Context: an optimization exercise on an open-source flow, tuned for small area. The choices shown serve that exercise and are no tape-out recipe.
Where RTL was checked, it was by simulation tests only, not by an equivalence proof against the original.
Only the layout flow was run in runs 3 and 4; the RTL was not checked for function there.
Power figures rest on the tool's default switching activity, not on a simulated workload.

File: flow/constraint.sdc
create_clock -name core_clock -period 20.0 [get_ports {clk}]
set_input_delay 4.0000 -clock core_clock [delete_from_list [all_inputs] [get_ports {clk}]]
set_output_delay 4.0000 -clock core_clock [all_outputs]
set_load 0.01 [all_outputs]
File: flow/design.v
module spi_daq #(
  parameter integer CLK_HZ = 50000000
) (
  input  wire          clk,
  input  wire          rst,
  input  wire          cmd_valid,
  output wire          cmd_ready,
  input  wire [31:0]   cmd_word,
  input  wire [31:0]   cfg_clock_hz,
  input  wire [7:0]    cfg_mode,
  input  wire          cfg_no_cs,
  input  wire          cfg_sync_enable,
  input  wire [31:0]   cfg_settle_frames,
  input  wire [31:0]   cfg_timeout_ms,
  input  wire [63:0]   now_ns,
  output reg           rsp_valid,
  output reg  [2:0]    rsp_code,
  output wire [63:0]   rsp_seq,
  output wire [63:0]   rsp_ts,
  output wire [255:0]  rsp_ch,
  output wire [191:0]  rsp_raw,
  output wire          sclk,
  output wire          mosi,
  output wire          cs_n,
  input  wire          miso,
  input  wire          drdy_n,
  output wire          sync_n
);
  localparam integer CYC_PER_MS = CLK_HZ / 1000;
  localparam integer HALF_NUM   = CLK_HZ / 2;       
  localparam [26:0]  K_XFER_27  = 27'd67108864 - HALF_NUM;
  localparam [26:0]  K_MS_27    = 27'd67108864 - CYC_PER_MS;
  localparam [25:0]  K_XFER     = K_XFER_27[25:0];     
  localparam [25:0]  K_MS       = K_MS_27[25:0];       
  localparam [2:0] RC_OK        = 3'd0,
                   RC_INVALID   = 3'd1,
                   RC_ALREADY   = 3'd2,
                   RC_NOT_PERM  = 3'd3,
                   RC_TIMED_OUT = 3'd4,
                   RC_IO_FAIL   = 3'd6,
                   RC_REFUSED   = 3'd7;
  localparam [2:0] ST_CLR   = 3'd0,    
                   ST_IDLE  = 3'd1,
                   ST_PULSE = 3'd2,    
                   ST_WAIT  = 3'd3,    
                   ST_XFER  = 3'd4,    
                   ST_INC   = 3'd5,    
                   ST_CAPZ  = 3'd6;    
  reg  [2:0]   st;
  reg  [5:0]   ph;
  wire         ph31 = (ph == 6'd31);
  wire         ph63 = (ph == 6'd63);
  wire [5:0]   ph_n = {ph[5] ^ (&ph[4:0]), ph[4] ^ (&ph[3:0]), ph[3] ^ (&ph[2:0]),
                       ph[2] ^ (&ph[1:0]), ph[1] ^ ph[0], ~ph[0]};
  wire         seg0 = (ph[4:0] == 5'd0);
  wire s_clr  = (st == ST_CLR);
  wire s_idle = (st == ST_IDLE);
  wire s_pul  = (st == ST_PULSE);
  wire s_wait = (st == ST_WAIT);
  wire s_xfer = (st == ST_XFER);
  wire s_inc  = (st == ST_INC);
  wire s_capz = (st == ST_CAPZ);
  reg          is_open, started, host;
  reg          cpol, cpha, nocs, synce;
  reg  [24:0]  hz;
  reg          hz_sat;
  reg  [25:0]  acc;
  reg          par;                     
  reg  [3:0]   jj;                      
  reg  [4:0]   qq;                      
  reg          tp, ma, got, sm;
  reg          ts_c, neq, sq_c;
  reg          d1, d2, d3;
  reg  [63:0]  sq, ts, cf;
  reg  [191:0] rr;                      
  reg  [11:0]  hb;
  always @(posedge clk) begin
    d1 <= drdy_n;
    d2 <= d1;
    d3 <= d2;
  end
  wire drdy_fall = d3 & ~d2;
  wire        accept  = cmd_valid & cmd_ready;
  wire [7:0]  op      = cmd_word[7:0];
  wire        p_bit   = cmd_word[11];
  wire        hi_zero = (cmd_word[31:12] == 20'd0) && (cmd_word[10:8] == 3'd0);
  wire        c_open  = hi_zero && op == 8'h30;
  wire        c_start = hi_zero && !p_bit && op == 8'h31;
  wire        c_read  = hi_zero && op == 8'h32;
  wire        c_raw   = hi_zero && op == 8'h33;
  wire        c_stop  = hi_zero && !p_bit && op == 8'h34;
  wire        c_close = hi_zero && !p_bit && op == 8'h35;
  assign cmd_ready = s_idle & ph63;
  wire [25:0] addend   = s_xfer ? {1'b0, hz} : 26'd1;
  wire [25:0] sum;
  wire [26:0] cy;
  assign cy[0] = 1'b0;
  genvar ga;
  generate
    for (ga = 0; ga < 26; ga = ga + 1) begin : g_add
      assign sum[ga]   = acc[ga] ^ addend[ga] ^ cy[ga];
      assign cy[ga+1]  = (acc[ga] & addend[ga]) | (cy[ga] & (acc[ga] ^ addend[ga]));
    end
  endgenerate
  wire        tick     = cy[26] | (s_xfer & hz_sat);    
  wire        cnt_end  = (acc[9:6] == 4'b1010);
  wire        e_done   = qq[4] & ~par;                  
  wire        edge_now = s_xfer & tick & ~e_done;
  wire op_clr = ph[5] ? ~(s_wait | (host & s_xfer)) : (s_pul | s_capz);
  wire op_inc = ph[5] ? (s_wait & ma)               : (s_inc & ~host);
  wire c_eff  = seg0 ? op_inc : ts_c;
  wire t_bit  = op_clr ? 1'b0 : (ts[0] ^ c_eff);
  wire neq_n  = (seg0 ? 1'b0 : neq) | (t_bit ^ cf[0]);
  wire match  = ~neq_n;                                 
  wire got_now = got | drdy_fall;
  wire go_xfer = s_wait & ph63 & got;
  wire cap     = s_capz & ph63;
  wire tmo_hit = s_wait & ph63 & ~got & ma & match;
  wire sq_cin  = (ph == 6'd0) | sq_c;
  wire sq_bit  = s_clr ? 1'b0 : (sq[0] ^ (s_inc & sq_cin));
  wire load_cfg;
  wire [31:0] tmo_eff = cfg_timeout_ms | ({32{cfg_timeout_ms == 32'd0}} & 32'd2000);
  always @(posedge clk) begin
    sq   <= {sq_bit, sq[63:1]};
    sq_c <= sq[0] & sq_cin;
    ts <= {t_bit, ts[63:1]} | (now_ns & {64{cap}});
    ts_c <= ts[0] & c_eff;
    neq  <= neq_n;
    cf <= {cf[0] & is_open, cf[63:1]} | ({tmo_eff, cfg_settle_frames} & {64{load_cfg}});
  end
  wire sample = edge_now & (par == cpha);
  wire jj_end = (jj == 4'd11);
  wire m0     = (ph[3:0] == qq[3:0]);             
  wire m1     = (ph_n[3:0] == qq[3:0]);           
  always @(posedge clk) begin
    if (s_xfer) begin
      if (edge_now)
        par <= ~par;
      if (sample) begin
        jj <= jj_end ? 4'd0 : jj + 1'b1;
        qq <= qq + jj_end;
      end
    end else begin
      par <= 1'b0;
      jj  <= 4'd0;
      qq  <= 5'd0;
    end
  end
  reg [11:0] ins;
  integer j;
  always @(*)
    for (j = 0; j < 12; j = j + 1)
      ins[j] = (s_xfer & ((j < jj) ? m0 : m1)) ? hb[j] : (rr[16*j] & ~s_clr);
  always @(posedge clk) begin
    rr <= {ins[11], rr[191:177], ins[10], rr[175:161], ins[9], rr[159:145], ins[8], rr[143:129], ins[7], rr[127:113], ins[6], rr[111:97], ins[5], rr[95:81], ins[4], rr[79:65], ins[3], rr[63:49], ins[2], rr[47:33], ins[1], rr[31:17], ins[0], rr[15:1]};
    for (j = 0; j < 12; j = j + 1)
      if (sample & (jj == j))
        hb[j] <= miso;
  end
  assign sclk = cpol ^ par;
  assign cs_n = ~(s_xfer & ~nocs);
  assign mosi = 1'b0;
  assign sync_n = ~s_pul;
  assign rsp_raw = {
    rr[79], rr[95], rr[111], rr[127], rr[143], rr[159], rr[175], rr[191],
    rr[142], rr[158], rr[174], rr[190], rr[15], rr[31], rr[47], rr[63],
    rr[14], rr[30], rr[46], rr[62], rr[78], rr[94], rr[110], rr[126],
    rr[77], rr[93], rr[109], rr[125], rr[141], rr[157], rr[173], rr[189],
    rr[140], rr[156], rr[172], rr[188], rr[13], rr[29], rr[45], rr[61],
    rr[12], rr[28], rr[44], rr[60], rr[76], rr[92], rr[108], rr[124],
    rr[75], rr[91], rr[107], rr[123], rr[139], rr[155], rr[171], rr[187],
    rr[138], rr[154], rr[170], rr[186], rr[11], rr[27], rr[43], rr[59],
    rr[10], rr[26], rr[42], rr[58], rr[74], rr[90], rr[106], rr[122],
    rr[73], rr[89], rr[105], rr[121], rr[137], rr[153], rr[169], rr[185],
    rr[136], rr[152], rr[168], rr[184], rr[9], rr[25], rr[41], rr[57],
    rr[8], rr[24], rr[40], rr[56], rr[72], rr[88], rr[104], rr[120],
    rr[71], rr[87], rr[103], rr[119], rr[135], rr[151], rr[167], rr[183],
    rr[134], rr[150], rr[166], rr[182], rr[7], rr[23], rr[39], rr[55],
    rr[6], rr[22], rr[38], rr[54], rr[70], rr[86], rr[102], rr[118],
    rr[69], rr[85], rr[101], rr[117], rr[133], rr[149], rr[165], rr[181],
    rr[132], rr[148], rr[164], rr[180], rr[5], rr[21], rr[37], rr[53],
    rr[4], rr[20], rr[36], rr[52], rr[68], rr[84], rr[100], rr[116],
    rr[67], rr[83], rr[99], rr[115], rr[131], rr[147], rr[163], rr[179],
    rr[130], rr[146], rr[162], rr[178], rr[3], rr[19], rr[35], rr[51],
    rr[2], rr[18], rr[34], rr[50], rr[66], rr[82], rr[98], rr[114],
    rr[65], rr[81], rr[97], rr[113], rr[129], rr[145], rr[161], rr[177],
    rr[128], rr[144], rr[160], rr[176], rr[1], rr[17], rr[33], rr[49],
    rr[0], rr[16], rr[32], rr[48], rr[64], rr[80], rr[96], rr[112]};
  assign rsp_ch = {
    rr[14], rr[14], rr[14], rr[14], rr[14], rr[14], rr[14], rr[14],
    rr[14], rr[30], rr[46], rr[62], rr[78], rr[94], rr[110], rr[126],
    rr[142], rr[158], rr[174], rr[190], rr[15], rr[31], rr[47], rr[63],
    rr[79], rr[95], rr[111], rr[127], rr[143], rr[159], rr[175], rr[191],
    rr[12], rr[12], rr[12], rr[12], rr[12], rr[12], rr[12], rr[12],
    rr[12], rr[28], rr[44], rr[60], rr[76], rr[92], rr[108], rr[124],
    rr[140], rr[156], rr[172], rr[188], rr[13], rr[29], rr[45], rr[61],
    rr[77], rr[93], rr[109], rr[125], rr[141], rr[157], rr[173], rr[189],
    rr[10], rr[10], rr[10], rr[10], rr[10], rr[10], rr[10], rr[10],
    rr[10], rr[26], rr[42], rr[58], rr[74], rr[90], rr[106], rr[122],
    rr[138], rr[154], rr[170], rr[186], rr[11], rr[27], rr[43], rr[59],
    rr[75], rr[91], rr[107], rr[123], rr[139], rr[155], rr[171], rr[187],
    rr[8], rr[8], rr[8], rr[8], rr[8], rr[8], rr[8], rr[8],
    rr[8], rr[24], rr[40], rr[56], rr[72], rr[88], rr[104], rr[120],
    rr[136], rr[152], rr[168], rr[184], rr[9], rr[25], rr[41], rr[57],
    rr[73], rr[89], rr[105], rr[121], rr[137], rr[153], rr[169], rr[185],
    rr[6], rr[6], rr[6], rr[6], rr[6], rr[6], rr[6], rr[6],
    rr[6], rr[22], rr[38], rr[54], rr[70], rr[86], rr[102], rr[118],
    rr[134], rr[150], rr[166], rr[182], rr[7], rr[23], rr[39], rr[55],
    rr[71], rr[87], rr[103], rr[119], rr[135], rr[151], rr[167], rr[183],
    rr[4], rr[4], rr[4], rr[4], rr[4], rr[4], rr[4], rr[4],
    rr[4], rr[20], rr[36], rr[52], rr[68], rr[84], rr[100], rr[116],
    rr[132], rr[148], rr[164], rr[180], rr[5], rr[21], rr[37], rr[53],
    rr[69], rr[85], rr[101], rr[117], rr[133], rr[149], rr[165], rr[181],
    rr[2], rr[2], rr[2], rr[2], rr[2], rr[2], rr[2], rr[2],
    rr[2], rr[18], rr[34], rr[50], rr[66], rr[82], rr[98], rr[114],
    rr[130], rr[146], rr[162], rr[178], rr[3], rr[19], rr[35], rr[51],
    rr[67], rr[83], rr[99], rr[115], rr[131], rr[147], rr[163], rr[179],
    rr[0], rr[0], rr[0], rr[0], rr[0], rr[0], rr[0], rr[0],
    rr[0], rr[16], rr[32], rr[48], rr[64], rr[80], rr[96], rr[112],
    rr[128], rr[144], rr[160], rr[176], rr[1], rr[17], rr[33], rr[49],
    rr[65], rr[81], rr[97], rr[113], rr[129], rr[145], rr[161], rr[177]};
  assign rsp_seq = sq;
  assign rsp_ts  = ts;
  wire [24:0] hz_in = cfg_clock_hz[24:0] | ({25{cfg_clock_hz == 32'd0}} & 25'd1000000);
  wire open_ok = accept & c_open & p_bit & ~is_open & (cfg_mode[7:2] == 6'd0);
  assign load_cfg = open_ok;
  reg  [2:0] st_n;
  reg        rv_n;
  reg  [2:0] rc_n;
  always @(*) begin
    st_n = st;
    rv_n = 1'b0;
    rc_n = RC_OK;
    case (st)
      ST_CLR:   if (cnt_end) st_n = ST_IDLE;
      ST_IDLE:  if (accept) begin
        rv_n = 1'b1;
        if (c_open) begin
          if (!p_bit)              rc_n = RC_INVALID;
          else if (is_open)        rc_n = RC_ALREADY;
          else if (cfg_mode[7:2] != 6'd0) rc_n = RC_IO_FAIL;
        end else if (c_start) begin
          if (!is_open)            rc_n = RC_NOT_PERM;
          else if (!started && synce) begin
            rv_n = 1'b0;
            st_n = ST_PULSE;
          end
        end else if (c_read) begin
          if (!p_bit)              rc_n = RC_INVALID;
          else if (!started)       rc_n = RC_NOT_PERM;
          else begin
            rv_n = 1'b0;
            st_n = ST_WAIT;
          end
        end else if (c_raw) begin
          if (!p_bit)              rc_n = RC_INVALID;
        end else if (c_stop) begin
        end else if (c_close) begin
          st_n = ST_CLR;
        end else
          rc_n = RC_REFUSED;
      end
      ST_PULSE: if (ph63 & cnt_end) begin              
        if (sm) begin
          rv_n = 1'b1;
          st_n = ST_IDLE;
        end else
          st_n = ST_WAIT;
      end
      ST_WAIT: if (ph63) begin
        if (got)
          st_n = host ? ST_CAPZ : ST_XFER;
        else if (ma & match) begin
          rv_n = 1'b1;
          rc_n = RC_TIMED_OUT;
          st_n = ST_IDLE;
        end
      end
      ST_CAPZ: if (ph63) st_n = ST_XFER;
      ST_XFER: if (ph63 & e_done) begin
        rv_n = host;
        st_n = ST_INC;
      end
      ST_INC: if (ph63) begin
        if (host)
          st_n = ST_IDLE;
        else if (sm) begin
          rv_n = 1'b1;
          st_n = ST_IDLE;
        end else
          st_n = ST_WAIT;
      end
      default: st_n = ST_CLR;
    endcase
  end
  wire leave = (st_n != st);
  always @(posedge clk) begin
    if (rst) begin
      st        <= ST_CLR;
      ph        <= 6'd0;
      rsp_valid <= 1'b0;
      is_open   <= 1'b0;
      started   <= 1'b0;
      acc       <= K_MS;
    end else begin
      st        <= st_n;
      ph        <= ph_n;
      rsp_valid <= rv_n;
      if (leave | tick | s_idle | s_inc)
        acc <= (st_n == ST_XFER) ? K_XFER : K_MS;
      else
        acc <= sum;
      if (open_ok) begin
        is_open <= 1'b1;
        started <= 1'b0;
      end
      if (s_idle & accept) begin
        if (c_close) begin
          is_open <= 1'b0;
          started <= 1'b0;
        end
        if (c_stop)
          started <= 1'b0;
        if (c_start & is_open)
          started <= 1'b1;
      end
      if (tmo_hit & ~host)
        started <= 1'b0;
    end
  end
  always @(posedge clk) begin
    rsp_code <= rc_n;
    if (open_ok) begin
      cpol  <= cfg_mode[1];
      cpha  <= cfg_mode[0];
      nocs  <= cfg_no_cs;
      synce <= cfg_sync_enable;
      hz    <= hz_in;
      hz_sat <= |cfg_clock_hz[31:25];
    end
    if (s_idle & accept)
      host <= c_read;
    got <= s_wait & ~go_xfer & got_now;
    tp  <= s_wait & (tick | (tp & ~ph31));
    if (ph31) begin
      ma <= tp & s_wait;
      if (s_pul | s_inc)
        sm <= match;
    end
  end
endmodule
File: flow/flow/run.sh
#!/bin/bash
# Standard ORFS layout with buf_1 port buffers and a clock tree without dummy loads.
set -euo pipefail
export BUFFER_PORTS_ARGS="-buffer_cell sky130_fd_sc_hd__buf_1"
export CTS_ARGS="-sink_clustering_enable -repair_clock_nets -dont_use_dummy_load -buf_list sky130_fd_sc_hd__clkbuf_8 -sink_clustering_size 16 -sink_clustering_max_diameter 40"
bash standard.sh > standard.log 2>&1
File: flow/config.mk
export PLATFORM = sky130hd
export DESIGN_NAME = spi_daq
export DESIGN_NICKNAME = spi_daq
export VERILOG_FILES = /design/flow/design.v
export SDC_FILE = /design/flow/constraint.sdc
export NUM_CORES = 4
export LEC_CHECK = 0
export CAP_MARGIN = 20
export CORE_AREA = 4 4 228 228
export DIE_AREA = 0 0 232 232
export PLACE_DENSITY = 0.6
export SLEW_MARGIN = 20
File: flow/standard.sh
#!/bin/bash
# synth_recipe.tcl (not shown) runs the flow's synth.tcl, then flattens the netlist and writes it again
# the make line also repeats each setting of config.mk as NAME=value (left out here)
make -C /OpenROAD-flow-scripts/flow DESIGN_CONFIG=/design/flow/config.mk WORK_HOME=/design/flow/orfs CLKGATE_MAP_FILE= SYNTH_SCRIPT=/design/flow/synth_recipe.tcl "${@:-finish}"
==> results.cfg, run 1 <==
[worst_setup_path]
start_kind = register
crit_arrival_ns = 12.77
slowest_stage = dfxtp_1
cp_num_buf_inv = 4
max_stage_delay_ns = 0.54
path_class = register to register
end_kind = register
crit_top_cell = fa_1
required_ns = 20.53
critPathTopFamily = adder cells
path_max_fanout = 20

[logic_synthesis]
netlist_area_um2 = 16400
ys_types = 67
avgSynthCellArea_um2 = 12.0
synth_nets = 1606
yosys_warnings = 1
postSynthCellCount = 1363
synth_edf_count = 45
synthTopCellsByArea = dfxtp_1, buf_4, edfxtp_1, a21o_1, fa_1
async_flop_share = 0
ys.flop_type = dfxtp_1
yosysTopAreaCell = dfxtp_1
synth_top_cell_area_share = 0.542
ys_seq_area_frac = 0.625
synth_seq_cells = 488

[layout]
regArea_um2 = 10200
drive_gt1_frac = 0.0606
fillers = 4914
multi_input_area_um2 = 3930
nNetsFinal = 2177
syn_to_final_growth_pct = 16.9

[timing]
slew_headroom = 0.437
rsz0062_at_grt = false
finalMaxSlewViolations = 0
final.setup.tns_ns = 0
finalSetupViolCount = 0
hold_viol_final = 0
fin_crit_ns = 12.24
clock-skew-final_ns = 0.105
tightest_slew_ns = 0.844
finalCritPeriodShare = 0.612
finalWorstSetupSlack_ns = 7.76
maxClockFrequency_ghz = 0.0817

[die]
rows = 81
start_util = 0.332
fp.coreArea_um2 = 49300
die_h_um = 232
die_w_um = 232
io_pins = 792
dieArea_um2 = 53800

[routing]
ant_nets = 0
routedWlPerCell_um = 25.3
first_pass_iters = 5
vias = 12100
postRouteWirelength_mm = 65.8
viasPerCell = 4.65
drtIter0Drc = 634
drc = 0

[clocking]
cts_max_level = 3
cts_resized = 0
cts_setup_buffers = 0
clkTransAtPathRegs_ns = 0.09
cts_buffers = 75
clkLatencyLatePin_ns = 0.67
cts_tree = done
hold_buffers = 0
clock_sinks = 488
clockBufferDepth = 3
clockRootBuffer = clkbuf_8

[grt]
antenna_found_initial = 9
grt_max_degree = 77
grt_first_pass_wirelength_mm = 87.9
grt_overflow = 0
grt_pass1_vias = 12000
grt_usage = 0.231

[power_and_ir_drop]
irDropWorstVdd_mv = 0.0674
powerDensity_nw_per_um2 = 93.8
leakagePower_uw = 0.00812

[hold_path]
hp-class = register to register

[job]
cap_violations = 0

[placed_design]
place_hpwl_mm = 54.5
io_buffers = 790
place_ws_ns = 7.81
routabilityCongestion = 0.954

[run_status]
outcome = complete, no violations
per-stage QoR:
step,hold WS [ns],util,total power [uW],cells,area (um^2)
after floorplan,0.310,-,1100,1363,16400
after global placement,0.319,0.367,1140,2521,18100
after detailed placement,0.321,0.367,1140,2521,18100
after CTS,0.289,0.388,1820,2596,19100
after global routing,0.298,0.388,1870,2599,19100
final,0.284,0.388,1790,2600,19100
area by class of cell:
class	count	share of cell area
clock buffer	75	0.0540
multi-input combinational	548	0.205
sequential	488	0.534
inverter	26	0.00517
tap	664	0.0434
antenna	4	0.000523
timing repair buffer	795	0.157
sequential cells by signal (all words and copies together) (netlist names), 3 cells and up:
name / flops
acc: 26
cf: 64
hb: 12
hz: 25
jj: 4
ph: 6
qq: 5
rr: 192
rsp_code: 3
sq: 64
st: 3
ts: 64
worst paths after layout:
check / from / endpoint / slack [ns] / depth (start not counted)
max: st[1] / acc[11] / 7.76 / 36
min: sq[21] / sq[20] / 0.28 / 0
max reg2reg: st[1] / acc[11] / 7.76 / 36
min reg2reg: sq[21] / sq[20] / 0.28 / 0
cell usage after synthesis, drive strengths merged (12+ instances only):
library cell and number:
a21o 133, a21oi 35, and3 31, buf 265, clkbuf 35, dfxtp 443
edfxtp 45, fa 24, ha 12, inv 25, nand2 52, nand3 22
nand3b 12, nand4 13, nor2 36, nor3 15, nor4 22, o21ai 26
or2 13
cells by family (layout without fill, tap and decap cells):
logic type               count (synthesis)  in the layout  share of synthesized area
AO/OA/AOI/OAI                          225            225                     0.0972
buffers and inverters                  327            896                      0.137
other                                    1              5                   0.000229
adder cells (fa/ha/maj)                 36             36                     0.0385
multiplexers                            12             12                    0.00742
AND/OR/NAND/NOR                        261            261                     0.0882
flip-flops                             488            488                      0.625
XOR/XNOR                                13             13                    0.00696
placed cells by master, fill, tap and decap left out, drive strengths merged, types with 12 or more instances in the layout:
cell,instances
inv,25
ha,12
nand2,52
nand4,13
nor2,36
clkbuf,75
o21ai,26
buf,795
fa,24
nor3,15
edfxtp,45
or2,13
nor4,22
dfxtp,443
nand3b,12
and3,31
a21oi,35
a21o,133
nand3,22
metal layers:
metal | vias up | wire length (um) | global-route usage
li1 | 5452 | - | -
met1 | 5867 | 23400 | 0.250
met2 | 629 | 33100 | 0.401
met3 | 125 | 5150 | 0.0731
met4 | 6 | 4130 | 0.132
met5 | - | 39 | 0
power by group:
part	internal, uW	switching [uW]	total [uW]
clock	329	343	672
combinational	44.6	63.2	108
sequential	1000	13.0	1010
worst reg2reg max path: cells and delay by family (launching register included):
kind | cells | cell delay (ns)
AO/OA/AOI/OAI | 3 | 0.95
flip-flops | 1 | 0.54
AND/OR/NAND/NOR | 3 | 1.19
buffers and inverters | 4 | 0.25
adder cells (fa/ha/maj) | 26 | 9.21
==> run 2: changes to the inputs <==
==> flow/flow/run.sh (replaced) <==
#!/bin/bash
# Standard ORFS layout with buf_1 port buffers and a clock tree without dummy loads.
set -euo pipefail
export BUFFER_PORTS_ARGS="-buffer_cell sky130_fd_sc_hd__buf_1"
export CTS_ARGS="-sink_clustering_enable -repair_clock_nets -dont_use_dummy_load -buf_list sky130_fd_sc_hd__clkbuf_4 -sink_clustering_size 10 -sink_clustering_max_diameter 40"
bash standard.sh > standard.log 2>&1
==> results.cfg, run 2 <==
[clocking]
clkLatencyLatePin_ns = 0.84
clockRootBuffer = clkbuf_4
hold_buffers = 0
clkTransAtPathRegs_ns = 0.10
cts_resized = 0
cts_max_level = 3
cts_tree = done
clock_sinks = 488
cts_buffers = 80
clockBufferDepth = 3
cts_setup_buffers = 0

[logic_synthesis]
synthTopCellsByArea = dfxtp_1, buf_4, edfxtp_1, a21o_1, fa_1
yosysMostFrequentCell = dfxtp_1
synth_top_cell_area_share = 0.542
ys_seq_area_frac = 0.625
ys_types = 67
synth_common_cells = dfxtp_1, buf_4, a21o_1
synth_seq_cells = 488
yosys_warnings = 1
postSynthCellCount = 1363
synth_nets = 1606
avgSynthCellArea_um2 = 12.0
netlist_area_um2 = 16400
synth_edf_count = 45
async_flop_share = 0
ys.flop_type = dfxtp_1
yosysTopAreaCell = dfxtp_1

[power_and_ir_drop]
p_total_uw = 1630
irDropWorstVdd_mv = 0.0522
leakagePower_uw = 0.00795
powerDensity_nw_per_um2 = 86.9

[grt]
grt_max_degree = 77
grt_overflow = 0
grt_pass1_vias = 11900
antenna_found_initial = 9
grt_usage = 0.232
grt_first_pass_wirelength_mm = 88.4

[timing]
finalCritPeriodShare = 0.610
fin_crit_ns = 12.21
finalMaxSlewViolations = 0
tightest_slew_ns = 0.850
finalWorstSetupSlack_ns = 7.79
slew_headroom = 0.434
clock-skew-final_ns = 0.116
rsz0062_at_grt = false
finalSetupViolCount = 0
hold_viol_final = 0
maxClockFrequency_ghz = 0.0819
final.setup.tns_ns = 0

[routing]
postRouteWirelength_mm = 65.8
viasPerCell = 4.67
vias = 12200
drc = 0
first_pass_iters = 5
routedWlPerCell_um = 25.2
ant_nets = 0
drtIter0Drc = 563

[placed_design]
place_hpwl_mm = 54.5
dp_cells = 2521
io_buffers = 790
routabilityCongestion = 0.954
place_ws_ns = 7.81

[die]
rows = 81
start_util = 0.332
die_h_um = 232
fp.coreArea_um2 = 49300
die_w_um = 232
dieArea_um2 = 53800
io_pins = 792

[layout]
regMostFlops = rr
syn_to_final_growth_pct = 14.3
drive_gt1_frac = 0.0630
layout_commonest_cell = buf_1
nNetsFinal = 2182
multi_input_area_um2 = 3930
fillers = 5007
largest_reg_flops = 192
stdcell_count = 2608
regArea_um2 = 10200
final_cell_mix = buf_1, dfxtp_1, a21o_1

[worst_setup_path]
required_ns = 20.75
r2r_setup_slack_ns = 7.79
reg2reg_to = acc[11]
path_max_fanout = 20
r2r-start = st[1]
path_class = register to register
crit_arrival_ns = 12.95
start_kind = register
reg2reg_depth = 35
crit_top_cell = fa_1
max_stage_delay_ns = 0.75
slowest_stage = and2_1
end_kind = register

[hold_path]
hp-class = register to register
hold_path_end = sq[20]
hold_depth = 0
worstHoldStart = sq[21]

[job]
cap_violations = 0

[run_status]
outcome = complete, no violations
run 2: cell type report:
| class | count | area share |
|---|---|---|
| clock buffer | 80 | 0.0321 |
| multi-input combinational | 548 | 0.210 |
| timing repair buffer | 795 | 0.161 |
| inverter | 26 | 0.00529 |
| antenna | 7 | 0.000937 |
| tap | 664 | 0.0444 |
| sequential | 488 | 0.547 |
run 2: worst max-delay path: cells and delay by family (launching register included):
kind            cells  cell delay, ns
buf+inv             4            0.25
compound gates      2            0.67
simple gates        3            1.51
flops               1            0.55
fa+ha+maj          26            9.18
run 2: cells by family after synthesis:
family | count (synthesis) | synth area share
xor gates and xnor gates | 13 | 0.00696
DFF | 488 | 0.625
and+or+nand+nor | 261 | 0.0882
other | 1 | 0.000229
muxes | 12 | 0.00742
buffers and inverters | 327 | 0.137
AOI/OAI and AO/OA | 225 | 0.0972
adders and majority gates | 36 | 0.0385
run 2: report_power, final:
| part | total [uW] | internal (uW) | switching (uW) |
|---|---|---|---|
| clock | 506 | 183 | 323 |
| sequential | 1010 | 999 | 12.8 |
| combinational | 108 | 44.5 | 63.2 |
run 2: worst max-delay path by stage:
stage                from  endpoint  slack, ns  cells past startpoint
finish              st[1]   acc[11]       7.79                     35
global route        st[1]   acc[11]       7.19                     35
CTS                 st[1]   acc[11]       7.77                     35
detailed placement  st[1]   acc[11]       7.81                     35
global placement    st[1]     hb[8]       8.15                     35
floorplan           st[2]     hb[6]       8.75                     38
run 2: per-stage QoR:
stage	util	hold WS, ns	area (um^2)
3_3_place_gp	0.367	0.319	18100
5_1_grt	0.379	0.299	18700
2_1_floorplan	-	0.310	16400
4_1_cts	0.379	0.289	18700
3_5_place_dp	0.367	0.321	18100
6_report	0.380	0.281	18700
run 2: metal layers:
layer | track usage | vias to the layer above | share of wire
met5 | 0 | - | 0.00056
met4 | 0.113 | 6 | 0.054
met3 | 0.0757 | 121 | 0.083
met2 | 0.410 | 653 | 0.51
met1 | 0.249 | 5913 | 0.35
li1 | - | 5498 | -
==> run 3: changes to the inputs <==
--- a/flow/design.v
+++ b/flow/design.v
@@ -61,6 +61,7 @@
   wire s_inc  = (st == ST_INC);
   wire s_capz = (st == ST_CAPZ);
   reg          is_open, started, host;
+  reg          xf;                       
   reg          cpol, cpha, nocs, synce;
   reg  [24:0]  hz;
   reg          hz_sat;
@@ -106,7 +107,7 @@
   wire        cnt_end  = (acc[9:6] == 4'b1010);
   wire        e_done   = qq[4] & ~par;                  
   wire        edge_now = s_xfer & tick & ~e_done;
-  wire op_clr = ph[5] ? ~(s_wait | (host & s_xfer)) : (s_pul | s_capz);
+  wire op_clr = ph[5] ? ~(s_wait | (host & s_xfer)) : (s_pul | s_capz | ~is_open | xf);
   wire op_inc = ph[5] ? (s_wait & ma)               : (s_inc & ~host);
   wire c_eff  = seg0 ? op_inc : ts_c;
   wire t_bit  = op_clr ? 1'b0 : (ts[0] ^ c_eff);
@@ -123,10 +124,12 @@
   always @(posedge clk) begin
     sq   <= {sq_bit, sq[63:1]};
     sq_c <= sq[0] & sq_cin;
-    ts <= {t_bit, ts[63:1]} | (now_ns & {64{cap}});
+    ts <= {t_bit, ts[63:1]} | (now_ns & {64{cap}}) | ({tmo_eff, cfg_settle_frames} & {64{load_cfg}});
     ts_c <= ts[0] & c_eff;
     neq  <= neq_n;
-    cf <= {cf[0] & is_open, cf[63:1]} | ({tmo_eff, cfg_settle_frames} & {64{load_cfg}});
+    cf <= {xf ? ts[0] : cf[0], cf[63:1]};
+    if (ph63)
+      xf <= load_cfg;
   end
   wire sample = edge_now & (par == cpha);
   wire jj_end = (jj == 4'd11);
==> results.cfg, run 3 <==
[logic_synthesis]
synth_edf_count = 46
postSynthCellCount = 1308
async_flop_share = 0
yosys_warnings = 1
synth_common_cells = dfxtp_1, buf_4, a221o_1
synth_top_cell_area_share = 0.548
ys_seq_area_frac = 0.633
synth_nets = 1551
yosysTopAreaCell = dfxtp_1
ys.flop_type = dfxtp_1
synthTopCellsByArea = dfxtp_1, buf_4, edfxtp_1, a221o_1, fa_1
netlist_area_um2 = 16200
yosysMostFrequentCell = dfxtp_1
synth_seq_cells = 489
ys_types = 63
avgSynthCellArea_um2 = 12.4

[worst_setup_path]
crit_top_cell = fa_1
crit_arrival_ns = 12.54
slowest_stage = or3b_4
path_max_fanout = 21
r2r_setup_slack_ns = 8.09
end_kind = register
start_kind = register
max_stage_delay_ns = 0.58
required_ns = 20.63
path_class = register to register

[timing]
slew_headroom = 0.256
finalWorstSetupSlack_ns = 8.09
tightest_slew_ns = 1.12
clock-skew-final_ns = 0.109
maxClockFrequency_ghz = 0.0839
finalCritPeriodShare = 0.596
rsz0062_at_grt = false
finalMaxSlewViolations = 0
whs_ns = 0.301
final.setup.tns_ns = 0
finalSetupViolCount = 0
hold_viol_final = 0
fin_crit_ns = 11.91

[layout]
layout_commonest_cell = buf_1
fillers = 4982
regMostFlops = rr
syn_to_final_growth_pct = 14.3
drive_gt1_frac = 0.0644
nNetsFinal = 2124
largest_reg_flops = 192
final_cell_mix = buf_1, dfxtp_1, clkbuf_4
final_core_util = 0.375

[clocking]
clkLatencyLatePin_ns = 0.79
clock_sinks = 489
clkTransAtPathRegs_ns = 0.07
clockBufferDepth = 3
cts_resized = 0
cts_tree = done
clockRootBuffer = clkbuf_4
cts_max_level = 3
cts_buffers = 77
cts_setup_buffers = 0
hold_buffers = 0

[die]
rows = 81
start_util = 0.329
io_pins = 792
die_h_um = 232
die_w_um = 232
dieArea_um2 = 53800
fp.coreArea_um2 = 49300

[grt]
antenna_found_initial = 8
grt_max_degree = 95
grt_first_pass_wirelength_mm = 81.2
grt_pass1_vias = 11600
grt_overflow = 0
grt_usage = 0.209

[placed_design]
io_buffers = 790
place_hpwl_mm = 49.2
place_ws_ns = 8.12
routabilityCongestion = 0.994

[power_and_ir_drop]
irDropWorstVdd_mv = 0.0433
powerDensity_nw_per_um2 = 98.4
leakagePower_uw = 0.00693
p_total_uw = 1820

[routing]
ant_nets = 0
postRouteWirelength_mm = 59.9
drc = 0
viasPerCell = 4.63
first_pass_iters = 5
routedWlPerCell_um = 23.5
vias = 11800
drtIter0Drc = 607

[run_status]
outcome = complete, no violations

[hold_path]
hp-class = register to register

[job]
cap_violations = 0
==> run 3: power by group <==
| group | internal, uW | switching, uW | leakage [uW] |
|---|---|---|---|
| combinational | 85.8 | 139 | 0.00255 |
| sequential | 1060 | 47.3 | 0.00403 |
| clock | 176 | 315 | 0.000354 |
| total | 1320 | 501 | 0.00693 |
==> run 3: metal layers <==
metal,global-route usage,up-vias,part of all wire
li1,-,5388,-
met1,0.229,5709,0.36
met2,0.367,602,0.51
met3,0.0557,106,0.077
met4,0.116,0,0.050
met5,0.0110,-,0
==> run 3: area by class of cell <==
class	instances	area [um^2]	area share
inverter	37	140	0.00758
sequential	489	10200	0.554
antenna	6	15.0	0.000812
tap	664	831	0.0449
timing repair buffer	794	3000	0.162
multi-input combinational	482	3680	0.199
clock buffer	77	578	0.0313
==> run 3: cells by family (layout without fill, tap and decap cells) <==
family                   Yosys count  in the layout  synth area share
buffers and inverters            337            908             0.141
adder cells (fa/ha/maj)           36             36            0.0390
flip-flops                       489            489             0.633
other                              1              7          0.000232
multiplexers                      17             17            0.0105
XOR/XNOR                          14             14           0.00758
AND/OR/NAND/NOR                  234            234            0.0829
AO/OA/AOI/OAI                    180            180            0.0858
==> run 3: worst paths after layout <==
check / start / to / cells after the start
worst max-delay path: st[1] / acc[7] / 35
worst min-delay path: cf[28] / cf[27] / 0
worst max register to register: st[1] / acc[7] / 35
worst min register to register: cf[28] / cf[27] / 0
==> run 3: worst max-delay path: cells and delay by family, from the launching register on <==
| family | cells | cell delay, ns |
|---|---|---|
| simple gates | 4 | 1.66 |
| flops | 1 | 0.55 |
| fa+ha+maj | 26 | 9.13 |
| buf+inv | 4 | 0.24 |
| compound gates | 1 | 0.19 |
==> run 3: stage by stage <==
step                      instances  cell area [um^2]
after global placement         2466             17900
after global routing           2548             18500
after floorplan                1308             16200
after CTS                      2543             18500
final                          2549             18500
after detailed placement       2466             17900
==> run 4: changes to the inputs <==
==> flow/flow/run.sh (replaced) <==
#!/bin/bash
# Standard ORFS layout with buf_1 port buffers and a clock tree without dummy loads.
set -euo pipefail
export BUFFER_PORTS_ARGS="-buffer_cell sky130_fd_sc_hd__buf_1"
export CTS_ARGS="-sink_clustering_enable -repair_clock_nets -dont_use_dummy_load -buf_list sky130_fd_sc_hd__clkbuf_4 -sink_clustering_size 12 -sink_clustering_max_diameter 40"
bash standard.sh > standard.log 2>&1
--- a/flow/config.mk
+++ b/flow/config.mk
@@ -8,5 +8,5 @@
 export CAP_MARGIN = 20
 export CORE_AREA = 4 4 228 228
 export DIE_AREA = 0 0 232 232
-export PLACE_DENSITY = 0.6
+export PLACE_DENSITY = 0.85
 export SLEW_MARGIN = 20
==> results.cfg, run 4 <==
[run_status]
outcome = complete, no violations

[routing]
drc = 0
routedWlPerCell_um = 24.6
drtIter0Drc = 579
first_pass_iters = 4
vias = 11800
viasPerCell = 4.64
ant_nets = 0
postRouteWirelength_mm = 62.5

[logic_synthesis]
avgSynthCellArea_um2 = 12.4
synthTopCellsByArea = dfxtp_1, buf_4, edfxtp_1, a221o_1, fa_1
ys_seq_area_frac = 0.633
synth_seq_cells = 489
async_flop_share = 0
postSynthCellCount = 1308
ys_types = 63
yosysTopAreaCell = dfxtp_1
synth_common_cells = dfxtp_1, buf_4, a221o_1
synth_nets = 1551
synth_top_cell_area_share = 0.548
ys.flop_type = dfxtp_1
yosysMostFrequentCell = dfxtp_1
netlist_area_um2 = 16200
synth_edf_count = 46
yosys_warnings = 1

[layout]
nNetsFinal = 2117
final_cell_mix = buf_1, dfxtp_1, clkbuf_4
finalInstanceArea_um2 = 18400
largest_reg_flops = 192
regMostFlops = rr
fillers = 4897
layout_commonest_cell = buf_1
syn_to_final_growth_pct = 13.9
drive_gt1_frac = 0.0609
final_core_util = 0.374

[hold_path]
hp-class = register to register
hold_path_end = cf[41]
worstHoldStart = cf[42]
hold_depth = 0

[placed_design]
place_hpwl_mm = 52.0
routabilityCongestion = 0.987
place_area_um2 = 17900
place_ws_ns = 7.59
io_buffers = 790

[timing]
hold_viol_final = 0
finalSetupViolCount = 0
slew_headroom = 0.399
clock-skew-final_ns = 0.126
finalMaxSlewViolations = 0
maxClockFrequency_ghz = 0.0819
finalWorstSetupSlack_ns = 7.78
fin_crit_ns = 12.22
final.setup.tns_ns = 0
finalCritPeriodShare = 0.611
tightest_slew_ns = 0.895
rsz0062_at_grt = false

[die]
dieArea_um2 = 53800
die_w_um = 232
io_pins = 792
die_h_um = 232
start_util = 0.329
rows = 81
fp.coreArea_um2 = 49300

[clocking]
cts_tree = done
clockRootBuffer = clkbuf_4
hold_buffers = 0
cts_setup_buffers = 0
clkLatencyLatePin_ns = 0.80
cts_buffers = 68
cts_resized = 0
clockBufferDepth = 3
clkTransAtPathRegs_ns = 0.11
clock_sinks = 489
cts_max_level = 3

[power_and_ir_drop]
irDropWorstVdd_mv = 0.0399
leakagePower_uw = 0.00690
powerDensity_nw_per_um2 = 97.8

[grt]
grt_pass1_vias = 11200
grt_overflow = 0
grt_first_pass_wirelength_mm = 83.2
grt_usage = 0.220
antenna_found_initial = 5
grt_max_degree = 65

[worst_setup_path]
crit_arrival_ns = 12.82
reg2reg_depth = 36
cp_num_buf_inv = 5
path_class = register to register
path_max_fanout = 21
r2r-start = st[1]
critPathTopFamily = adder cells
required_ns = 20.61
reg2reg_to = acc[19]
slowest_stage = or3b_4
crit_top_cell = fa_1
start_kind = register
end_kind = register
max_stage_delay_ns = 0.57
r2r_setup_slack_ns = 7.78

[job]
cap_violations = 0
## run 4: cell types whose count changed in the layout (fill, tap and decap cells not counted), sizes merged
cell / change
clkbuf: -9
diode: -2
buf: +2
## run 4: logic make-up (layout without fill, tap and decap cells)
group	after synthesis	count (layout)	synth area share
simple gates	234	234	0.0829
mux	17	17	0.0105
buf+inv	337	901	0.141
fa+ha+maj	36	36	0.0390
flops	489	489	0.633
compound gates	180	180	0.0858
other cells	1	5	0.000232
xor+xnor	14	14	0.00758
## run 4: worst max-delay path by stage
| stage | depth (start not counted) | endpoint | startpoint |
|---|---|---|---|
| final | 36 | acc[19] | st[1] |
| after global routing | 36 | acc[20] | st[1] |
| after CTS | 36 | acc[19] | st[1] |
| after detailed placement | 36 | acc[16] | st[1] |
| after global placement | 36 | acc[20] | st[1] |
| after floorplan | 36 | acc[10] | st[0] |
## run 4: layer usage
metal / global-route usage / up-vias / share of wire / routed length, um
met5: 0 / - / 0.00021 / 13
met4: 0.0910 / 2 / 0.037 / 2310
met3: 0.0714 / 92 / 0.091 / 5680
met2: 0.406 / 639 / 0.53 / 33200
met1: 0.228 / 5672 / 0.34 / 21300
li1: - / 5378 / - / -
## run 4: per-stage QoR
| stage | power, uW | cells | hold WS (ns) |
|---|---|---|---|
| after floorplan | 1260 | 1308 | 0.310 |
| after global placement | 1350 | 2468 | 0.311 |
| after detailed placement | 1360 | 2468 | 0.312 |
| after CTS | 1830 | 2536 | 0.264 |
| after global routing | 1900 | 2539 | 0.270 |
| final | 1800 | 2540 | 0.266 |
## run 4: report_power, final
| part | internal, uW | switching [uW] | leakage, uW |
|---|---|---|---|
| logic | 87.6 | 144 | 0.00256 |
| registers | 1060 | 47.9 | 0.00403 |
| clock network | 156 | 311 | 0.000313 |
## run 4: cell type report
type	count	area (um^2)	area share
Multi-Input combinational cell	482	3680	0.200
Sequential cell	489	10200	0.556
Antenna cell	4	10.0	0.000543
Inverter	37	140	0.00760
Timing Repair Buffer	796	3010	0.163
Tap cell	664	831	0.0451
Clock buffer	68	510	0.0277
==> run 5: changes to the inputs <==
--- a/flow/design.v
+++ b/flow/design.v
@@ -28,10 +28,10 @@
 );
   localparam integer CYC_PER_MS = CLK_HZ / 1000;
   localparam integer HALF_NUM   = CLK_HZ / 2;       
-  localparam [26:0]  K_XFER_27  = 27'd67108864 - HALF_NUM;
-  localparam [26:0]  K_MS_27    = 27'd67108864 - CYC_PER_MS;
-  localparam [25:0]  K_XFER     = K_XFER_27[25:0];     
-  localparam [25:0]  K_MS       = K_MS_27[25:0];       
+  localparam [25:0]  K_XFER_26  = 26'd33554432 - HALF_NUM;
+  localparam [25:0]  K_MS_26    = 26'd33554432 - CYC_PER_MS;
+  localparam [24:0]  K_XFER     = K_XFER_26[24:0];     
+  localparam [24:0]  K_MS       = K_MS_26[24:0];       
   localparam [2:0] RC_OK        = 3'd0,
                    RC_INVALID   = 3'd1,
                    RC_ALREADY   = 3'd2,
@@ -65,7 +65,7 @@
   reg          cpol, cpha, nocs, synce;
   reg  [24:0]  hz;
   reg          hz_sat;
-  reg  [25:0]  acc;
+  reg  [24:0]  acc;
   reg          par;                     
   reg  [3:0]   jj;                      
   reg  [4:0]   qq;                      
@@ -92,18 +92,18 @@
   wire        c_stop  = hi_zero && !p_bit && op == 8'h34;
   wire        c_close = hi_zero && !p_bit && op == 8'h35;
   assign cmd_ready = s_idle & ph63;
-  wire [25:0] addend   = s_xfer ? {1'b0, hz} : 26'd1;
-  wire [25:0] sum;
-  wire [26:0] cy;
+  wire [24:0] addend   = s_xfer ? hz : 25'd1;
+  wire [24:0] sum;
+  wire [25:0] cy;
   assign cy[0] = 1'b0;
   genvar ga;
   generate
-    for (ga = 0; ga < 26; ga = ga + 1) begin : g_add
+    for (ga = 0; ga < 25; ga = ga + 1) begin : g_add
       assign sum[ga]   = acc[ga] ^ addend[ga] ^ cy[ga];
       assign cy[ga+1]  = (acc[ga] & addend[ga]) | (cy[ga] & (acc[ga] ^ addend[ga]));
     end
   endgenerate
-  wire        tick     = cy[26] | (s_xfer & hz_sat);    
+  wire        tick     = cy[25] | (s_xfer & hz_sat);    
   wire        cnt_end  = (acc[9:6] == 4'b1010);
   wire        e_done   = qq[4] & ~par;                  
   wire        edge_now = s_xfer & tick & ~e_done;
==> flow/flow/run.sh (replaced) <==
#!/bin/bash
# Standard ORFS layout with buf_1 port buffers and a clock tree without dummy loads.
set -euo pipefail
export BUFFER_PORTS_ARGS="-buffer_cell sky130_fd_sc_hd__buf_1"
export CTS_ARGS="-sink_clustering_enable -repair_clock_nets -dont_use_dummy_load -buf_list sky130_fd_sc_hd__clkbuf_2 -sink_clustering_size 6 -sink_clustering_max_diameter 30"
bash standard.sh > standard.log 2>&1
--- a/flow/config.mk
+++ b/flow/config.mk
@@ -8,5 +8,5 @@
 export CAP_MARGIN = 20
 export CORE_AREA = 4 4 228 228
 export DIE_AREA = 0 0 232 232
-export PLACE_DENSITY = 0.85
+export PLACE_DENSITY = 0.6
 export SLEW_MARGIN = 20
==> results.cfg, run 5 <==
[run_status]
outcome = complete, no violations

[timing]
tightest_slew_ns = 0.972
maxClockFrequency_ghz = 0.0863
rsz0062_at_grt = false
fin_crit_ns = 11.59
whs_ns = 0.227
finalSetupViolCount = 0
clock-skew-final_ns = 0.198
finalCritPeriodShare = 0.579
final.setup.tns_ns = 0
slew_headroom = 0.352
finalMaxSlewViolations = 0
hold_viol_final = 0

[grt]
grt_first_pass_wirelength_mm = 81.0
grt_pass1_vias = 12000
grt_overflow = 0
grt_max_degree = 66
grt_usage = 0.206
antenna_found_initial = 5

[placed_design]
io_buffers = 790
place_hpwl_mm = 47.4
routabilityCongestion = 0.956

[layout]
final_core_util = 0.373
largest_reg_flops = 192
final_cell_mix = buf_1, dfxtp_1, clkbuf_2
nNetsFinal = 2162
syn_to_final_growth_pct = 14.3
drive_gt1_frac = 0.0798
layout_commonest_cell = buf_1
regMostFlops = rr

[routing]
ant_nets = 0
drc = 0
viasPerCell = 4.58
routedWlPerCell_um = 22.8
drtIter0Drc = 541
postRouteWirelength_mm = 58.9
vias = 11900
first_pass_iters = 5

[worst_setup_path]
path_max_fanout = 51
crit_top_cell = fa_1
required_ns = 20.71
max_stage_delay_ns = 0.82
slowest_stage = dfxtp_1
start_kind = register
crit_arrival_ns = 12.30
end_kind = register
path_class = register to register

[clocking]
clkLatencyLatePin_ns = 1.06
cts_tree = done
clockRootBuffer = clkbuf_2
cts_max_level = 3
hold_buffers = 0
cts_resized = 0
cts_setup_buffers = 0
cts_buffers = 112
clockBufferDepth = 3
clock_sinks = 488
clkTransAtPathRegs_ns = 0.10

[logic_synthesis]
synth_seq_cells = 488
ys.flop_type = dfxtp_1
ys_seq_area_frac = 0.636
yosysMostFrequentCell = dfxtp_1
synth_nets = 1553
yosysTopAreaCell = dfxtp_1
async_flop_share = 0
avgSynthCellArea_um2 = 12.3
postSynthCellCount = 1311
synth_top_cell_area_share = 0.550
netlist_area_um2 = 16100
synth_edf_count = 46
synth_common_cells = dfxtp_1, buf_4, a221o_1
ys_types = 65
yosys_warnings = 1
synthTopCellsByArea = dfxtp_1, buf_4, edfxtp_1, a221o_1, fa_1

[die]
io_pins = 792
die_h_um = 232
start_util = 0.327
die_w_um = 232
rows = 81
fp.coreArea_um2 = 49300
dieArea_um2 = 53800

[hold_path]
hp-class = register to register

[power_and_ir_drop]
p_total_uw = 1650
irDropWorstVdd_mv = 0.0636
powerDensity_nw_per_um2 = 90.0
leakagePower_uw = 0.00695

[job]
cap_violations = 0
## run 5: cell types whose count changed after synthesis, moves of 4 or more
cell	change
nand2b_1	+8
o22ai_1	+12
nor2b_1	+7
a21oi_1	+5
nand2_1	+4
a32oi_1	-12
nor2_1	-4
o22a_1	+4
## run 5: report_power, final
part,leakage (uW),internal (uW),total (uW),switching [uW]
logic,0.00250,45.4,123,77.4
registers,0.00399,1030,1050,26.2
clock network,0.000465,145,479,335
total,0.00695,1220,1650,438
## run 5: cells by family (layout without fill, tap and decap cells)
| family | Yosys count | in the layout | share of synthesized area |
|---|---|---|---|
| compound gates | 183 | 183 | 0.0867 |
| xor+xnor | 13 | 13 | 0.00708 |
| fa+ha+maj | 35 | 35 | 0.0384 |
| buf+inv | 335 | 942 | 0.141 |
| flops | 488 | 488 | 0.636 |
| mux | 15 | 15 | 0.00941 |
| other cells | 1 | 5 | 0.000233 |
| simple gates | 241 | 241 | 0.0815 |
## run 5: worst max-delay path: cells and delay by family, from the launching register on
family                     cells  cell delay [ns]
and+or+nand+nor                3             0.47
AOI/OAI and AO/OA              3             1.01
adders and majority gates     24             8.42
buffers and inverters          5             0.55
DFF                            1             0.82
## run 5: layout make-up
type                       instances  area, um^2
timing repair buffer             793        2990
sequential                       488       10200
antenna                            4        10.0
fill                            5020       30900
tap                              664         831
clock buffer                     112         561
multi-input combinational        488        3620
inverter                          37         139
## run 5: routing by layer
metal  share of wire  wire [um]  GRT usage
met3           0.078       4560     0.0686
met2            0.52      30800      0.371
met5               0          0          0
met1            0.36      21000      0.220
met4           0.041       2410     0.0895
## run 5: worst paths after layout
check,to,cells past startpoint,slack [ns],start
setup reg to reg,acc[16],35,8.41,st[0]
hold / removal,cf[20],0,0.23,cf[21]
hold reg to reg,cf[20],0,0.23,cf[21]
setup / recovery,acc[16],35,8.41,st[0]
## run 5: through the flow
stage	cells	area (um^2)	worst slack, ns
4_1_cts	2582	18400	8.47
6_report	2586	18400	8.41
2_1_floorplan	1311	16100	9.47
3_3_place_gp	2470	17800	8.85
3_5_place_dp	2470	17800	8.59
5_1_grt	2585	18400	7.77
==> run 6: changes to the inputs <==
==> flow/flow/run.sh (replaced) <==
#!/bin/bash
# Standard ORFS layout with buf_1 port buffers and a clock tree without dummy loads.
set -euo pipefail
export BUFFER_PORTS_ARGS="-buffer_cell sky130_fd_sc_hd__buf_1"
export CTS_ARGS="-sink_clustering_enable -repair_clock_nets -dont_use_dummy_load -buf_list sky130_fd_sc_hd__clkbuf_4 -sink_clustering_size 10 -sink_clustering_max_diameter 40"
bash standard.sh > standard.log 2>&1
--- a/flow/config.mk
+++ b/flow/config.mk
@@ -8,5 +8,5 @@
 export CAP_MARGIN = 20
 export CORE_AREA = 4 4 228 228
 export DIE_AREA = 0 0 232 232
-export PLACE_DENSITY = 0.6
+export PLACE_DENSITY = 0.7
 export SLEW_MARGIN = 20
==> results.cfg, run 6 <==
[run_status]
outcome = complete, no violations

[routing]
ant_nets = 0
postRouteWirelength_mm = 60.8
viasPerCell = 4.67
drc = 0
vias = 11900
routedWlPerCell_um = 23.8
first_pass_iters = 5
drtIter0Drc = 574

[clocking]
cts_buffers = 79
cts_setup_buffers = 0
cts_resized = 0
clock_sinks = 488
clockRootBuffer = clkbuf_4
clockBufferDepth = 3
clkTransAtPathRegs_ns = 0.09
cts_max_level = 3
clkLatencyLatePin_ns = 0.78
cts_tree = done
hold_buffers = 0

[logic_synthesis]
synthTopCellsByArea = dfxtp_1, buf_4, edfxtp_1, a221o_1, fa_1
netlist_area_um2 = 16100
ys.flop_type = dfxtp_1
synth_common_cells = dfxtp_1, buf_4, a221o_1
async_flop_share = 0
yosysMostFrequentCell = dfxtp_1
synth_top_cell_area_share = 0.550
yosysTopAreaCell = dfxtp_1
synth_edf_count = 46
postSynthCellCount = 1311
synth_seq_cells = 488
ys_seq_area_frac = 0.636
synth_nets = 1553
ys_types = 65
avgSynthCellArea_um2 = 12.3
yosys_warnings = 1

[placed_design]
io_buffers = 790
routabilityCongestion = 0.973
place_hpwl_mm = 49.8

[power_and_ir_drop]
powerDensity_nw_per_um2 = 90.8
pwr-share-seq = 0.630
p_switching_uw = 420
leakagePower_uw = 0.00685
swShare = 0.251
irDropWorstVdd_mv = 0.0766
combPwrFrac = 0.073
p_clk_frac = 0.298
p_int_uw = 1250

[die]
start_util = 0.327
fp.coreArea_um2 = 49300
die_h_um = 232
die_w_um = 232
rows = 81
dieArea_um2 = 53800
io_pins = 792

[timing]
final.setup.tns_ns = 0
finalSetupViolCount = 0
rsz0062_at_grt = false
slew_headroom = 0.304
tightest_slew_ns = 1.04
finalMaxSlewViolations = 0
hold_viol_final = 0
finalCritPeriodShare = 0.586
clock-skew-final_ns = 0.0860
fin_crit_ns = 11.72
maxClockFrequency_ghz = 0.0854

[worst_setup_path]
crit_top_cell = fa_1
max_stage_delay_ns = 0.65
required_ns = 20.57
critPathTopFamily = adder cells
setup.worst_path.start = st[0]
path_class = register to register
path_max_fanout = 52
crit_arrival_ns = 12.28
r2r-start = st[0]
slowest_stage = a21o_1
end_kind = register
start_kind = register
cp_num_buf_inv = 6

[grt]
grt_first_pass_wirelength_mm = 82.4
grt_overflow = 0
grt_pass1_vias = 11800
grt_usage = 0.213
grt_max_degree = 65
antenna_found_initial = 6

[layout]
drive_gt1_frac = 0.0637
layout_commonest_cell = buf_1
nNetsFinal = 2129
final_core_util = 0.374
largest_reg_flops = 192
syn_to_final_growth_pct = 14.4
final_cell_mix = buf_1, dfxtp_1, clkbuf_4
regMostFlops = rr

[job]
cap_violations = 0

[hold_path]
hp-class = register to register
worstHoldStart = cf[38]
-- run 6: cell count changes in the layout (fill, tap and decap cells not counted), sizes merged --
| cell | delta |
|---|---|
| clkbuf | -33 |
-- run 6: logic make-up (layout without fill, tap and decap cells) --
| kind of cell | Yosys count | in the layout | share of synthesized area |
|---|---|---|---|
| adders and majority gates | 35 | 35 | 0.0384 |
| and+or+nand+nor | 241 | 241 | 0.0815 |
| xor gates and xnor gates | 13 | 13 | 0.00708 |
| muxes | 15 | 15 | 0.00941 |
| DFF | 488 | 488 | 0.636 |
| other | 1 | 5 | 0.000233 |
| AOI/OAI and AO/OA | 183 | 183 | 0.0867 |
| buffers and inverters | 335 | 909 | 0.141 |
-- run 6: power groups by stage --
stage | logic [uW] | registers (uW) | clock network, uW
finish | 122 | 1050 | 497
global route | 135 | 1060 | 563
CTS | 123 | 1050 | 524
detailed placement | 122 | 1070 | 0
global placement | 120 | 1070 | 0
floorplan | 54.5 | 1080 | 0
-- run 6: layout make-up --
cell class                 count  area [um^2]
inverter                      37          139
sequential                   488        10200
tap                          664          831
timing repair buffer         793         2990
fill                        4952        30800
antenna                        4         10.0
clock buffer                  79          593
multi-input combinational    488         3620
-- run 6: per-layer routing --
layer / vias up / wire length [um] / global-route usage
met5: - / 13 / 0
met4: 2 / 3960 / 0.137
met3: 126 / 4830 / 0.0616
met2: 672 / 29600 / 0.354
met1: 5750 / 22300 / 0.238
li1: 5378 / - / -
-- run 6: final timing paths --
path         endpoint  slack (ns)  cells after the start
min reg2reg    cf[37]        0.29                      0
max            acc[4]        8.28                     37
max reg2reg    acc[4]        8.28                     37
min            cf[37]        0.29                      0
-- run 6: per-stage QoR --
stage                     std cells  instance area (um^2)  worst slack, ns  total power, uW  hold WS (ns)
after CTS                      2549                 18400             8.22             1700         0.279
after floorplan                1311                 16100             9.47             1130         0.310
after detailed placement       2470                 17800             8.28             1200         0.312
after global placement         2470                 17800             8.52             1190         0.313
final                          2553                 18400             8.28             1670         0.294
after global routing           2552                 18400             7.73             1760         0.283
==> run 7: changes to the inputs <==
--- a/flow/config.mk
+++ b/flow/config.mk
@@ -8,5 +8,5 @@
 export CAP_MARGIN = 20
 export CORE_AREA = 4 4 228 228
 export DIE_AREA = 0 0 232 232
-export PLACE_DENSITY = 0.7
+export PLACE_DENSITY = 0.6
 export SLEW_MARGIN = 20
==> results.cfg, run 7 <==
[layout]
regMostFlops = rr
largest_reg_flops = 192
nNetsFinal = 2127
stdcell_count = 2552
drive_gt1_frac = 0.0627
syn_to_final_growth_pct = 14.4
layout_commonest_cell = buf_1
final_cell_mix = buf_1, dfxtp_1, clkbuf_4

[logic_synthesis]
yosys_warnings = 1
synthTopCellsByArea = dfxtp_1, buf_4, edfxtp_1, a221o_1, fa_1
avgSynthCellArea_um2 = 12.3
postSynthCellCount = 1311
netlist_area_um2 = 16100
synth_edf_count = 46
synth_nets = 1553
synth_top_cell_area_share = 0.550
ys.flop_type = dfxtp_1
yosysMostFrequentCell = dfxtp_1
async_flop_share = 0
synth_common_cells = dfxtp_1, buf_4, a221o_1
ys_types = 65
ys_seq_area_frac = 0.636
synth_seq_cells = 488
yosysTopAreaCell = dfxtp_1

[routing]
drc = 0
vias = 11700
postRouteWirelength_mm = 58.5
viasPerCell = 4.58
ant_nets = 0
drtIter0Drc = 583
first_pass_iters = 5
routedWlPerCell_um = 22.9

[worst_setup_path]
slowest_stage = dfxtp_1
start_kind = register
crit_arrival_ns = 12.08
max_stage_delay_ns = 0.82
required_ns = 20.55
end_kind = register
reg2reg_to = acc[16]
crit_top_cell = fa_1
path_max_fanout = 51
reg2reg_depth = 35
r2r_setup_slack_ns = 8.47
r2r-start = st[0]
path_class = register to register

[clocking]
clockRootBuffer = clkbuf_4
cts_resized = 0
cts_tree = done
hold_buffers = 0
cts_buffers = 77
clock_sinks = 488
cts_setup_buffers = 0
clkTransAtPathRegs_ns = 0.10
cts_max_level = 3
clockBufferDepth = 3
clkLatencyLatePin_ns = 0.78

[power_and_ir_drop]
irDropWorstVdd_mv = 0.0646
p_clk_frac = 0.295
combPwrFrac = 0.073
p_switching_uw = 417
p_int_uw = 1250
powerDensity_nw_per_um2 = 90.5
swShare = 0.251
pwr-share-seq = 0.632
leakagePower_uw = 0.00684

[die]
rows = 81
fp.coreArea_um2 = 49300
io_pins = 792
die_h_um = 232
start_util = 0.327
die_w_um = 232
dieArea_um2 = 53800

[hold_path]
hold_path_end = cf[58]
hold_depth = 0
worstHoldStart = cf[59]
hp-class = register to register

[timing]
maxClockFrequency_ghz = 0.0867
clock-skew-final_ns = 0.120
slew_headroom = 0.376
tightest_slew_ns = 0.936
hold_viol_final = 0
finalSetupViolCount = 0
finalCritPeriodShare = 0.577
rsz0062_at_grt = false
fin_crit_ns = 11.53
final.setup.tns_ns = 0
finalMaxSlewViolations = 0

[grt]
grt_overflow = 0
grt_usage = 0.204
grt_first_pass_wirelength_mm = 80.1
antenna_found_initial = 5
grt_max_degree = 66
grt_pass1_vias = 11600

[job]
cap_violations = 0

[run_status]
outcome = complete, no violations

[placed_design]
place_hpwl_mm = 47.4
routabilityCongestion = 0.956
dp_cells = 2470
io_buffers = 790
-- run 7: cell count changes in the layout (fill, tap and decap cells not counted) --
cell | before | now
a211oi_2 | 1 | 0
a211oi_4 | 1 | 2
clkbuf_4 | 79 | 77
diode_2 | 4 | 5
-- run 7: worst max path at each step --
stage                     start  slack [ns]       to  depth (start not counted)
after floorplan           st[0]        9.47    hb[7]                         39
after global placement    st[0]        8.85  acc[24]                         35
after detailed placement  st[0]        8.59  acc[16]                         35
after CTS                 st[0]        8.50  acc[16]                         35
after global routing      st[0]        7.78  acc[22]                         35
final                     st[0]        8.47  acc[16]                         35
-- run 7: metal layers --
| layer | up-vias | track usage | wire (um) | share of wire |
|---|---|---|---|---|
| met4 | 0 | 0.0859 | 2350 | 0.040 |
| met2 | 606 | 0.370 | 30700 | 0.52 |
| met3 | 88 | 0.0604 | 4490 | 0.077 |
| li1 | 5381 | - | - | - |
| met1 | 5610 | 0.223 | 20900 | 0.36 |
| met5 | - | 0 | 0 | 0 |
-- run 7: worst max-delay path, delay by kind of cell, from the launching register on --
kind                       cells  cell delay (ns)
and+or+nand+nor                3             0.47
buffers and inverters          5             0.55
adders and majority gates     24             8.41
AOI/OAI and AO/OA              3             1.01
DFF                            1             0.82
-- run 7: stage by stage --
step / hold slack (ns) / setup slack [ns] / total power (uW) / instance area (um^2) / utilization
floorplan: 0.310 / 9.47 / 1130 / 16100 / -
detailed placement: 0.312 / 8.59 / 1200 / 17800 / 0.361
CTS: 0.307 / 8.50 / 1690 / 18400 / 0.373
global route: 0.314 / 7.78 / 1750 / 18400 / 0.374
finish: 0.304 / 8.47 / 1670 / 18400 / 0.374
global placement: 0.314 / 8.85 / 1190 / 17800 / 0.361
-- run 7: cell families after synthesis --
group | share of synthesized area
buffers and inverters | 0.141
muxes | 0.00941
adders and majority gates | 0.0384
DFF | 0.636
and+or+nand+nor | 0.0815
other | 0.000233
AOI/OAI and AO/OA | 0.0867
xor gates and xnor gates | 0.00708
-- run 7: layout make-up --
| class | instances | area (um^2) |
|---|---|---|
| well taps | 664 | 831 |
| repair buffers | 793 | 2990 |
| inverters | 37 | 139 |
| clock buffers | 77 | 578 |
| multi-input cells | 488 | 3620 |
| diodes | 5 | 12.5 |
| fillers | 4955 | 30900 |
| flip-flops and latches | 488 | 10200 |
-- run 7: power by group through the flow --
stage	Combinational (uW)	Clock, uW	Sequential (uW)
CTS	123	514	1050
detailed placement	123	0	1070
global placement	121	0	1070
global route	135	558	1060
floorplan	54.5	0	1080
finish	122	491	1050
==> run 8: changes to the inputs <==
==> flow/flow/run.sh (replaced) <==
#!/bin/bash
# Standard ORFS layout with buf_1 port buffers and a clock tree without dummy loads.
set -euo pipefail
export BUFFER_PORTS_ARGS="-buffer_cell sky130_fd_sc_hd__buf_1"
export CTS_ARGS="-sink_clustering_enable -repair_clock_nets -dont_use_dummy_load -buf_list sky130_fd_sc_hd__clkbuf_4 -sink_clustering_size 8 -sink_clustering_max_diameter 36"
bash standard.sh > standard.log 2>&1
--- a/flow/config.mk
+++ b/flow/config.mk
@@ -8,5 +8,5 @@
 export CAP_MARGIN = 20
 export CORE_AREA = 4 4 228 228
 export DIE_AREA = 0 0 232 232
-export PLACE_DENSITY = 0.6
+export PLACE_DENSITY = 0.7
 export SLEW_MARGIN = 20
==> results.cfg, run 8 <==
[worst_setup_path]
end_kind = register
start_kind = register
reg2reg_to = acc[18]
slowest_stage = a21o_1
crit_end = acc[18]
path_max_fanout = 52
r2r-start = st[2]
max_stage_delay_ns = 0.66
required_ns = 20.56
crit_top_cell = fa_1
reg2reg_depth = 37
crit_arrival_ns = 12.37
cp_num_buf_inv = 6
r2r_setup_slack_ns = 8.19
setup.worst_path.start = st[2]
critPathTopFamily = adder cells
path_class = register to register
cp_num_cells = 37

[layout]
regArea_um2 = 10200
syn_to_final_growth_pct = 15.0
largest_reg_flops = 192
multi_input_area_um2 = 3620
nNetsFinal = 2142
layout_commonest_cell = buf_1
final_cell_mix = buf_1, dfxtp_1, clkbuf_4
regMostFlops = rr
fillers = 4944
drive_gt1_frac = 0.0701

[clocking]
clockBufferDepth = 3
cts_resized = 0
hold_buffers = 0
clkLatencyLatePin_ns = 0.81
cts_setup_buffers = 0
cts_max_level = 3
clockRootBuffer = clkbuf_4
cts_buffers = 92
cts_tree = done
clkTransAtPathRegs_ns = 0.08
clock_sinks = 488

[hold_path]
hp-class = register to register

[routing]
met1_length_mm = 22.5
highest_layer = met5
first_pass_iters = 5
drc = 0
met3_length_mm = 4.86
routedWlPerCell_um = 23.8
postRouteWirelength_mm = 61.2
viasPerCell = 4.70
vias = 12100
routed-wl-met2_mm = 31.0
ant_nets = 0
drtIter0Drc = 576

[timing]
hold_viol_final = 0
finalMaxSlewViolations = 0
whs_ns = 0.285
final.setup.tns_ns = 0
finalSetupViolCount = 0
tightest_slew_ns = 1.04
maxClockFrequency_ghz = 0.0847
rsz0062_at_grt = false
fin_crit_ns = 11.81
slew_headroom = 0.307
finalCritPeriodShare = 0.591
finalWorstSetupSlack_ns = 8.19
clock-skew-final_ns = 0.0999

[placed_design]
place_ws_ns = 8.28
routabilityCongestion = 0.973
io_buffers = 790
place_hpwl_mm = 49.8

[die]
dieArea_um2 = 53800
io_pins = 792
start_util = 0.327
die_w_um = 232
die_h_um = 232
fp.coreArea_um2 = 49300
rows = 81

[grt]
grt_max_degree = 65
antenna_found_initial = 4
grt_first_pass_wirelength_mm = 83.6
grt_pass1_vias = 11900
grt_overflow = 0
grt_usage = 0.215

[logic_synthesis]
yosysTopAreaCell = dfxtp_1
avgSynthCellArea_um2 = 12.3
yosys_warnings = 1
ys_seq_area_frac = 0.636
async_flop_share = 0
synth_nets = 1553
netlist_area_um2 = 16100
yosysMostFrequentCell = dfxtp_1
synth_edf_count = 46
ys_types = 65
synth_top_cell_area_share = 0.550
postSynthCellCount = 1311
ys.flop_type = dfxtp_1
synth_seq_cells = 488
synthTopCellsByArea = dfxtp_1, buf_4, edfxtp_1, a221o_1, fa_1
synth_common_cells = dfxtp_1, buf_4, a221o_1

[job]
cap_violations = 0

[power_and_ir_drop]
irDropWorstVdd_mv = 0.0876
leakagePower_uw = 0.00690
powerDensity_nw_per_um2 = 92.3

[run_status]
outcome = complete, no violations
[run 8: cell counts after synthesis]
No cell type changed its count.
[run 8: through the flow]
step | std cells | total power (uW) | utilization | cell area [um^2]
2_1_floorplan | 1311 | 1130 | - | 16100
3_3_place_gp | 2470 | 1190 | 0.361 | 17800
3_5_place_dp | 2470 | 1200 | 0.361 | 17800
4_1_cts | 2562 | 1730 | 0.375 | 18500
5_1_grt | 2563 | 1790 | 0.376 | 18500
6_report | 2567 | 1710 | 0.376 | 18500
[run 8: per-layer routing]
layer  GRT usage  up-vias
li1            -     5425
met1       0.245     5835
met2       0.374      685
met3      0.0605      125
met4      0.0962        2
met5           0        -
[run 8: how the worst min path moves through the flow]
stage | slack (ns) | cells after the start | start | to
CTS | 0.27 | 0 | cf[24] | cf[23]
floorplan | 0.31 | 0 | cf[1] | cf[0]
global route | 0.29 | 0 | cf[62] | cf[61]
finish | 0.28 | 0 | cf[38] | cf[37]
global placement | 0.31 | 0 | cf[25] | cf[24]
detailed placement | 0.31 | 0 | d1 | d2
[run 8: final cells by class]
class / instances / area share
antenna: 5 / 0.000676
clock buffer: 92 / 0.0373
inverter: 37 / 0.00750
multi-input combinational: 488 / 0.195
sequential: 488 / 0.553
tap: 664 / 0.0449
timing repair buffer: 793 / 0.161
[run 8: power breakdown]
part / internal, uW / switching (uW) / leakage (uW)
Combinational: 45.2 / 76.5 / 0.00249
Clock: 209 / 325 / 0.000423
Sequential: 1030 / 26.4 / 0.00399
[run 8: worst register-to-register path, delay by kind of cell (launching register included)]
kind / cells / cell delay, ns
DFF: 1 / 0.63
AOI/OAI and AO/OA: 3 / 1.02
and+or+nand+nor: 3 / 0.63
adders and majority gates: 25 / 8.57
buffers and inverters: 6 / 0.76
[run 8: cell families after synthesis]
kind of cell             Yosys count  synth area share
AND/OR/NAND/NOR                  241            0.0815
adder cells (fa/ha/maj)           35            0.0384
XOR/XNOR                          13           0.00708
AO/OA/AOI/OAI                    183            0.0867
buffers and inverters            335             0.141
multiplexers                      15           0.00941
other                              1          0.000233
flip-flops                       488             0.636

Setup slack of run 8, layout unchanged: 8.187 ns with ideal ports, 8.187 ns with driving cells assumed (clock clkbuf_16, inputs buf_2), 8.187 ns with port delays also shifted by the 0.822 ns mid clock arrival.
